Background: an optimization exercise with open tools, aiming at small area, a short achievable clock period and few clock cycles. Do not read the settings as production practice.
The RTL was checked by simulation tests, not by an equivalence proof against the original design.
Power and IR drop assume default switching activity.

===== flow/run.sh =====
#!/bin/bash
# synth_recipe.tcl (not shown) runs the flow's synth.tcl, then flattens the netlist and writes it again
# the make line also repeats each setting of config.mk as NAME=value (left out here)
make -C /OpenROAD-flow-scripts/flow DESIGN_CONFIG=/design/flow/config.mk WORK_HOME=/design/flow/orfs CLKGATE_MAP_FILE= SYNTH_SCRIPT=/design/flow/synth_recipe.tcl finish

===== flow/config.mk =====
export PLATFORM = sky130hd
export DESIGN_NAME = frx_rx
export DESIGN_NICKNAME = frx_rx
export VERILOG_FILES = /design/flow/design.v
export SDC_FILE = /design/flow/constraint.sdc
export NUM_CORES = 4
export LEC_CHECK = 0
export CAP_MARGIN = 20
export CORE_MARGIN = 2
export CORE_UTILIZATION = 40
export SLEW_MARGIN = 20
export SYNTH_MEMORY_MAX_BITS = 16384

===== flow/constraint.sdc =====
create_clock -name core_clock -period 12.0 [get_ports {clk}]
set_input_delay 2.4000 -clock core_clock [delete_from_list [all_inputs] [get_ports {clk}]]
set_output_delay 2.4000 -clock core_clock [all_outputs]
set_load 0.01 [all_outputs]

===== flow/design.v =====
module frx_rx (
    input  wire        clk,
    input  wire        rst,           
    input  wire        in_valid,
    input  wire [7:0]  in_data,
    input  wire        in_last,
    output wire        in_ready,
    output wire        out_valid,
    output wire [7:0]  out_data,
    output wire        out_last,
    input  wire        out_ready,
    output wire [31:0] bytes_read,
    output wire [31:0] bytes_invalid,
    output wire        idle
);
    localparam [7:0] HEAD = 8'hF7;
    localparam integer DF = 8;          
    localparam [2:0] E_CHK  = 3'd0,     
                     E_SCAN = 3'd1,     
                     E_SKIP = 3'd2,     
                     E_FRM  = 3'd3,     
                     E_CRC  = 3'd4;     
    function [7:0] crc8_byte(input [7:0] c, input [7:0] d);
        integer i;
        reg [7:0] r;
        begin
            r = c ^ d;
            for (i = 0; i < 8; i = i + 1)
                r = r[7] ? ((r << 1) ^ 8'h07) : (r << 1);
            crc8_byte = r;
        end
    endfunction
    reg        rv;
    reg [7:0]  rdat;
    reg        rlast;
    reg        in_rdy;
    reg        mid_chunk;
    wire       in_fire = in_valid & in_rdy;
    assign in_ready = in_rdy;
    reg [8:0]  win0, win1, win2, win3, win4, win5, win6, win7;
    reg [3:0]  wc;
    reg [2:0]  est;
    reg        resync;
    reg [2:0]  guard;
    reg [7:0]  flen;
    reg [7:0]  fidx;
    reg [7:0]  crc;
    reg [7:0]  cstart;
    reg        cand_live;
    reg [31:0] cnt_read;
    reg [31:0] cnt_inv;
    reg [2047:0] ring;
    reg [7:0]  a;                       
    reg [7:0]  W;                       
    reg        adj;                     
    reg        fa;                      
    reg [7:0]  fq [0:DF-1];
    reg [2:0]  fh, ft;
    reg [3:0]  fcnt;
    reg        act;
    reg [7:0]  P;
    reg        ost_len;                 
    reg [7:0]  rem;
    reg        v0, v1, l0, l1;
    reg [7:0]  d0, d1;
    reg        idle_r;
    assign out_valid     = v0;
    assign out_data      = d0;
    assign out_last      = l0;
    assign bytes_read    = cnt_read;
    assign bytes_invalid = cnt_inv;
    assign idle          = idle_r;
    wire [7:0] tap  = ring[2047:2040];
    wire [7:0] wd0  = win0[7:0];
    wire       wl0  = win0[8];
    wire [7:0] wd2  = win2[7:0];
    wire       fne       = (fcnt != 4'd0);
    wire [7:0] fhead     = fq[fh];
    wire       ptr_valid = act | fne;
    wire [7:0] ptr       = act ? P : fhead;
    wire       room      = !(v0 & v1);
    wire       take      = ptr_valid & (a == ptr) & room;
    wire       tlast     = act & !ost_len & (rem == 8'd1);
    wire       rempty    = !act & !fne & !cand_live;
    wire       writable  = rempty | fa | take;
    reg        pop, we, push;
    reg [2:0]  est_n, guard_n;
    reg        resync_n;
    reg [7:0]  flen_n, fidx_n, crc_n, cstart_n;
    reg        cand_live_n;
    reg        inc_inv1, add_inv_fr, add_read_fr;
    wire [7:0] crc_upd = crc8_byte(crc, wd0);
    wire       full_q  = (fcnt == DF);
    always @(*) begin
        pop = 1'b0; we = 1'b0; push = 1'b0;
        est_n = est; guard_n = guard; resync_n = resync;
        flen_n = flen; fidx_n = fidx; crc_n = crc; cstart_n = cstart;
        cand_live_n = cand_live;
        inc_inv1 = 1'b0; add_inv_fr = 1'b0; add_read_fr = 1'b0;
        case (est)
            E_CHK, E_SCAN: begin
                if (est == E_SCAN && wc != 4'd0 && wd0 != HEAD) begin
                    pop = 1'b1; inc_inv1 = 1'b1;
                    if (guard != 3'd0)
                        guard_n = guard - 3'd1;
                    else if (wl0) begin
                        resync_n = 1'b1;           
                        est_n    = E_CHK;
                    end
                end else if (est == E_SCAN && wc != 4'd0 && wc < 4'd6) begin
                    resync_n = 1'b0;               
                    est_n    = E_CHK;
                end else if (wc >= 4'd6) begin
                    if (est == E_SCAN) resync_n = 1'b0;
                    pop = 1'b1;
                    if ((est == E_CHK && resync) || wd0 != HEAD) begin
                        inc_inv1 = 1'b1;
                        est_n    = E_SCAN;
                        guard_n  = 3'd4;
                    end else if (wd2 < 8'd3) begin
                        inc_inv1 = 1'b1;
                        est_n    = E_SKIP;
                        guard_n  = 3'd2;
                    end else begin
                        est_n    = E_FRM;
                        flen_n   = wd2;
                        fidx_n   = 8'd0;
                        crc_n    = 8'd0;
                    end
                end
            end
            E_SKIP: begin
                if (wc != 4'd0) begin
                    pop = 1'b1; inc_inv1 = 1'b1;
                    if (guard == 3'd1) begin
                        est_n   = E_SCAN;
                        guard_n = 3'd2;
                    end else
                        guard_n = guard - 3'd1;
                end
            end
            E_FRM: begin
                if (wc != 4'd0 && writable && (fidx == 8'd0 || adj)) begin
                    pop = 1'b1; we = 1'b1;
                    if (fidx == 8'd0) begin
                        cstart_n    = a;
                        cand_live_n = 1'b1;
                    end else
                        crc_n = crc_upd;
                    fidx_n = fidx + 8'd1;
                    if (fidx == flen) est_n = E_CRC;
                end
            end
            E_CRC: begin
                if (wc != 4'd0) begin
                    if (wd0 == crc) begin
                        if (!full_q) begin
                            pop = 1'b1; push = 1'b1;
                            add_read_fr = 1'b1;
                            cand_live_n = 1'b0;
                            est_n = E_CHK;
                        end
                    end else begin
                        pop = 1'b1;
                        add_inv_fr  = 1'b1;
                        cand_live_n = 1'b0;
                        if (wl0) begin
                            resync_n = 1'b1;
                            est_n    = E_CHK;
                        end else begin
                            est_n    = E_SCAN;
                            guard_n  = 3'd0;
                        end
                    end
                end
            end
            default: est_n = E_CHK;
        endcase
    end
    wire       act_n   = take ? !(act & tlast) : act;
    wire [7:0] a1      = a + 8'd1;
    wire [7:0] P_n     = take ? a1 : P;
    wire       fne_n   = (fcnt + {3'd0, push} - {3'd0, take & !act}) != 4'd0;
    wire [7:0] X_n     = act_n ? P_n : (fne ? fhead : cstart_n);
    wire       rempty_n = !act_n & !fne_n & !cand_live_n;
    wire       aW      = (a == W);
    wire       eff     = fa | take | rempty;
    wire       fa_n    = rempty_n | (eff ? (a1 != X_n) : aW);
    wire [3:0] wc_n    = wc + {3'd0, rv} - {3'd0, pop};
    wire       quiet   = !mid_chunk & !rv & !act & !fne & !v0 & !v1 &
                         ((wc == 4'd0) || (est == E_CHK && wc < 4'd6));
    wire [8:0] fr_size = {1'b0, flen} + 9'd3;
    always @(posedge clk) begin
        ring <= {ring[2039:0], (we ? wd0 : tap)};
        if (rst) begin
            rv        <= 1'b0;
            in_rdy    <= 1'b1;
            mid_chunk <= 1'b0;
            wc        <= 4'd0;
            est       <= E_CHK;
            resync    <= 1'b0;
            guard     <= 3'd0;
            cand_live <= 1'b0;
            cnt_read  <= 32'd0;
            cnt_inv   <= 32'd0;
            a         <= 8'd0;
            fa        <= 1'b1;
            adj       <= 1'b0;
            fh        <= 3'd0;
            ft        <= 3'd0;
            fcnt      <= 4'd0;
            act       <= 1'b0;
            v0        <= 1'b0;
            v1        <= 1'b0;
            idle_r    <= 1'b0;
        end else begin
            rv    <= in_fire;
            if (in_fire) mid_chunk <= !in_last;
            in_rdy <= (wc_n <= 4'd6) || (wc_n == 4'd7 && !in_fire);
            wc <= wc_n;
            if (pop) begin
                win0 <= win1; win1 <= win2; win2 <= win3; win3 <= win4;
                win4 <= win5; win5 <= win6; win6 <= win7;
            end
            if (rv) begin
                case (wc - {3'd0, pop})
                    4'd0: win0 <= {rlast, rdat};
                    4'd1: win1 <= {rlast, rdat};
                    4'd2: win2 <= {rlast, rdat};
                    4'd3: win3 <= {rlast, rdat};
                    4'd4: win4 <= {rlast, rdat};
                    4'd5: win5 <= {rlast, rdat};
                    4'd6: win6 <= {rlast, rdat};
                    default: win7 <= {rlast, rdat};
                endcase
            end
            est       <= est_n;
            guard     <= guard_n;
            resync    <= resync_n;
            cand_live <= cand_live_n;
            if (inc_inv1)
                cnt_inv <= cnt_inv + 32'd1;
            else if (add_inv_fr)
                cnt_inv <= cnt_inv + {23'd0, fr_size};
            if (add_read_fr)
                cnt_read <= cnt_read + {23'd0, fr_size};
            a   <= a1;
            fa  <= fa_n;
            adj <= we | aW;
            if (push) begin
                fq[ft] <= cstart;
                ft <= ft + 3'd1;
            end
            if (take && !act) fh <= fh + 3'd1;
            fcnt <= fcnt + {3'd0, push} - {3'd0, take & !act};
            act <= act_n;
            if (take) begin
                P <= a1;
                if (!act)
                    ost_len <= 1'b1;
                else if (ost_len) begin
                    ost_len <= 1'b0;
                    rem     <= tap - 8'd1;
                end else
                    rem     <= rem - 8'd1;
            end
            if (!v0 || out_ready) begin
                if (v1) begin
                    v0 <= 1'b1; d0 <= d1; l0 <= l1;
                    v1 <= 1'b0;
                end else if (take) begin
                    v0 <= 1'b1; d0 <= tap; l0 <= tlast;
                end else
                    v0 <= 1'b0;
            end else if (take) begin
                v1 <= 1'b1; d1 <= tap; l1 <= tlast;
            end
            idle_r <= quiet && !in_fire;
        end
        rdat  <= in_data;
        rlast <= in_last;
        flen  <= flen_n;
        fidx  <= fidx_n;
        crc   <= crc_n;
        cstart <= cstart_n;
        if (we) W <= a;
    end
endmodule

==> summary.md <==
| Metric | Value |
|---|---|
| Status | complete, no violations |
| CTS H-tree depth | 4 |
| Top_reg_cell synth | dfxtp_1 |
| Remaining antenna violation count | 0 |
| Antenna violations before repair | 7 |
| MaxCap Viol Count | 0 |
| IR drop worst, VDD | 0.138 mV |
| Largest net degree at the start of global routing | 61 |
| Share of cells above drive strength 1 | 11.8% |
| Global-route met1 utilization | 17.2% |
| GRT Residual Overflow | 0 |
| Cell Area, Synth | 0.0573 sq mm |
| Core Region | 0.142 sq mm |
| Nature of the critical path startpoint | flip-flop |
| CTS Buf Count | 211 |
| Post-CTS setup buffers | 0 |
| Area Growth Syn to Fin | 18.3% |
| Grt met2 use | 14.4% |
| Pre-antenna DRT Iters | 7 |
| Post-synth EDFFs | 203 |
| CTS tree | done |
| Hold endpoint | ring[1979]$_DFF_P_ |
| Placed cell count | 5466 |
| Routed len/inst | 13.6 microns |
| Port bufs | 88 |
| Pwr/cell area | 238 mW/mm^2 |
| # diodes | 0 |
| First-pass GRT wire length | 131 mm |
| Critical Path End Type | flip-flop |
| Clock Latency Late Sink | 0.81 ns |
| Register area share after synthesis | 86.5% |
| FP Rows | 138 |
| Ys Warns | 1 |
| CTS Root Cell | clkbuf_16 |
| CTS Hold Bufs | 0 |
| Remaining DRCs | 0 |
| Max clock buf depth | 3 |
| Setup violations, final | 0 |
| Met3 Use GR | 2.66% |
| Final setup TNS | 0 ns |
| Die height | 382 microns |
| Simple logic cell fraction of the synthesized area | 4.01% |
| Vias in the first global route | 24200 |
| Worst Reg2Reg Path Length in Cells | 16 |
| Worst Path Required | 12.43 ns |
| Lkg Pwr | 26.2 nW |
| Post-synthesis xor/xnor area fraction | 2.25% |
| GRT busiest layer | met1 |
| Worst slew margin | 26.5% |
| Worst Tran Pin Value | 1.10 ns |
| Die area | 0.146 sq mm |
| Post-synth ARST share | 0% |
| Synth Area in Compound Gates | 2.38% |
| Final Cycle Share | 47.1% |
| Fin. Hold Viols | 0 |
| Largest family of logic cells by synthesized area | simple AND/OR/NAND/NOR gates |
| Worst Path Arrival | 6.09 ns |
| Reg clk slew, reported paths | 0.06 ns |
| Unique masters post-synth | 71 |
| Reg2reg setup slack | 6.35 ns |
| Clk sinks | 2374 |
| Global placer's final weighted congestion | 0.833 |
| Fin cells | 5858 |
| Period minus WS final | 5.65 ns |
| Iter 0 DRT Violations | 1351 |
| Mapped Cells | 3534 |
| Die X | 382 microns |
| Synthesis-stage register bit count | 2374 |
| Worst Path Max Fanout | 10 |
| HPWL Detailed | 45.7 mm |
| I/O pins | 89 |
| Post_cts resized | 0 |
| Hold depth | 0 |
| HP Start | ring[1971]$_DFF_P_ |
| Worst flop-to-flop path endpoint | win7[3]$_DFFE_PP_ |
| Unrepaired setup endpoints after global routing | false |
| Nets | 3852 |
| Syn Area/Cell | 16.2 sq um |
| Hold Crit Class | flip-flop to flip-flop |
| Clock Skews | 0.0500 ns |
| Post-synthesis adder-cell area fraction | 1.14% |
| Post-synthesis mux area share | 2.89% |
| Count of pins over their slew limit | 0 |
| Syn nets | 3597 |
| Via density | 4.17 |
| Fmax | 0.177 GHz |
| Initial Util | 40.4% |
| Via count | 24400 |
| GRT Resource Usage Total | 11.1% |
| WL final | 79.8 mm |
| CP Class | flip-flop to flip-flop |
## how the worst max path moves through the flow
stage | end | depth (start not counted) | startpoint
2_1_floorplan | win7[0]$_DFFE_PP_ | 3 | rst
3_3_place_gp | win7[3]$_DFFE_PP_ | 16 | flip-flop
3_5_place_dp | win7[3]$_DFFE_PP_ | 16 | flip-flop
4_1_cts | win7[3]$_DFFE_PP_ | 16 | flip-flop
5_1_grt | cnt_inv[28]$_SDFFE_PP0P_ | 23 | wc[3]$_SDFF_PP0_
6_report | win7[3]$_DFFE_PP_ | 16 | flip-flop
## final cells by class
class	instances	area (sq um)
Inverter	48	180
Tap cell	1890	2360
Clock inverter	89	1250
Fill cell	12000	74000
Sequential cell	2374	49600
Timing Repair Buffer	102	983
Multi-Input combinational cell	1052	7270
Clock buffer	303	6170
## registers in the layout, indices dropped and copies added (netlist names), 9 cells and up, named ones only
| name | count |
|---|---|
| win2 | 9 |
| win5 | 9 |
| cnt_inv | 32 |
| fq | 64 |
| win7 | 9 |
| ring | 2048 |
| win4 | 9 |
| win6 | 9 |
| cnt_read | 32 |
| win0 | 9 |
| win3 | 9 |
| win1 | 9 |
## logic make-up (layout without fill, tap and decap cells)
kind of cell,after synthesis,after routing
mux,151,151
flops,2374,2374
buf+inv,108,542
xor+xnor,147,147
fa+ha+maj,50,50
simple gates,480,480
compound gates,224,224
## power breakdown
group	switching [W]	internal, W
Sequential	0.000125	0.00818
Clock	0.00283	0.00406
Combinational	0.000475	0.000446
Total	0.00343	0.0127
## routing by layer
metal  vias up  part of all wire [%]
met5         -                     0
met4         0                   2.9
met3       178                   4.5
met2       446                    38
met1     11700                    55
li1      12200                     -
## Yosys cell counts (9+ instances only)
cell type | n | share of area (%)
dfxtp_1 | 2171 | 76
edfxtp_1 | 203 | 11
nor2_1 | 180 | 1.2
nand2_1 | 106 | 0.69
a21oi_1 | 99 | 0.87
mux2_2 | 75 | 1.5
xor2_1 | 75 | 1.1
mux2i_1 | 72 | 1.3
xnor2_1 | 72 | 1.1
inv_1 | 47 | 0.31
ha_1 | 46 | 1.0
o21ai_0 | 46 | 0.40
clkbuf_1 | 44 | 0.29
nand3_1 | 28 | 0.24
nor3_1 | 24 | 0.21
nor2b_1 | 21 | 0.23
nand4_1 | 20 | 0.22
nor4_1 | 20 | 0.22
and3_1 | 19 | 0.21
or3_1 | 14 | 0.15
buf_4 | 9 | 0.12
## stage by stage
stage	area, sq um	hold WS (ns)	utilization (%)	power (W)	setup WS (ns)
2_1_floorplan	57300	0.310	-	0.00917	6.81
3_3_place_gp	60400	0.310	42.6	0.00938	6.08
3_5_place_dp	60400	0.312	42.6	0.00940	6.01
4_1_cts	67800	0.304	47.8	0.0163	5.99
5_1_grt	67800	0.317	47.8	0.0168	5.89
6_report	67800	0.309	47.8	0.0161	6.35
## worst max-delay path: stages (launching register included)
cell and delay (ns):
dfxtp_1 0.52, mux4_2 0.54, mux2_2 0.31, a32o_1 0.24, a211oi_1 0.25, or3b_1 0.54, o21a_1 0.39, o31ai_4 0.59
nand2b_1 0.19, inv_1 0.15, ha_1 0.21, xor2_1 0.33, and2_1 0.26, nand2_1 0.08, nor2_1 0.09, o22ai_1 0.10
a21oi_2 0.49
## cell usage in the layout, fill, tap and decap left out, types with 14 or more instances in the layout
master and n:
dfxtp_1 2171, clkbuf_16 215, edfxtp_1 203, nor2_1 180, nand2_1 106, a21oi_1 98
clkdlybuf4s50_1 87, mux2_2 75, xor2_1 75, mux2i_1 72, xnor2_1 72, inv_1 46
o21ai_0 46, ha_1 46, clkbuf_8 46, clkbuf_1 42, clkinv_2 41, nand3_1 28
nor3_1 22, nor2b_1 21, bufinv_16 21, nand4_1 20, nor4_1 20, and3_1 19
buf_4 15, or3_1 14
Testbench counts, summed over its fixed seeds: cycles 99,025.

[what the ideal ports hide]
How much do the figures lean on ideal ports? The routed layout below was timed once more, with nothing changed but the port constraints.
Step 1 assumes that a clkbuf_16 drives the clock port and a buf_2 every other input.
Step 2 also shifts input and output timing later by t, the mid clock arrival at the registers, as if the neighbouring blocks saw the same clock.
Slacks: ideal ports / drivers / drivers and shift; pairs: ideal ports / drivers.
shift t [ns]: 0.853
slack for setup (ns): 6.349 / 6.349 / 6.349
hold slack, ns: 0.309 / 0.309 / 0.309
pins driven straight from the clock port: 1
After both steps this run still meets setup and hold. For this run, drivers alone change the setup slack by 0.000 ns; drivers and shift together by 0.000 ns.
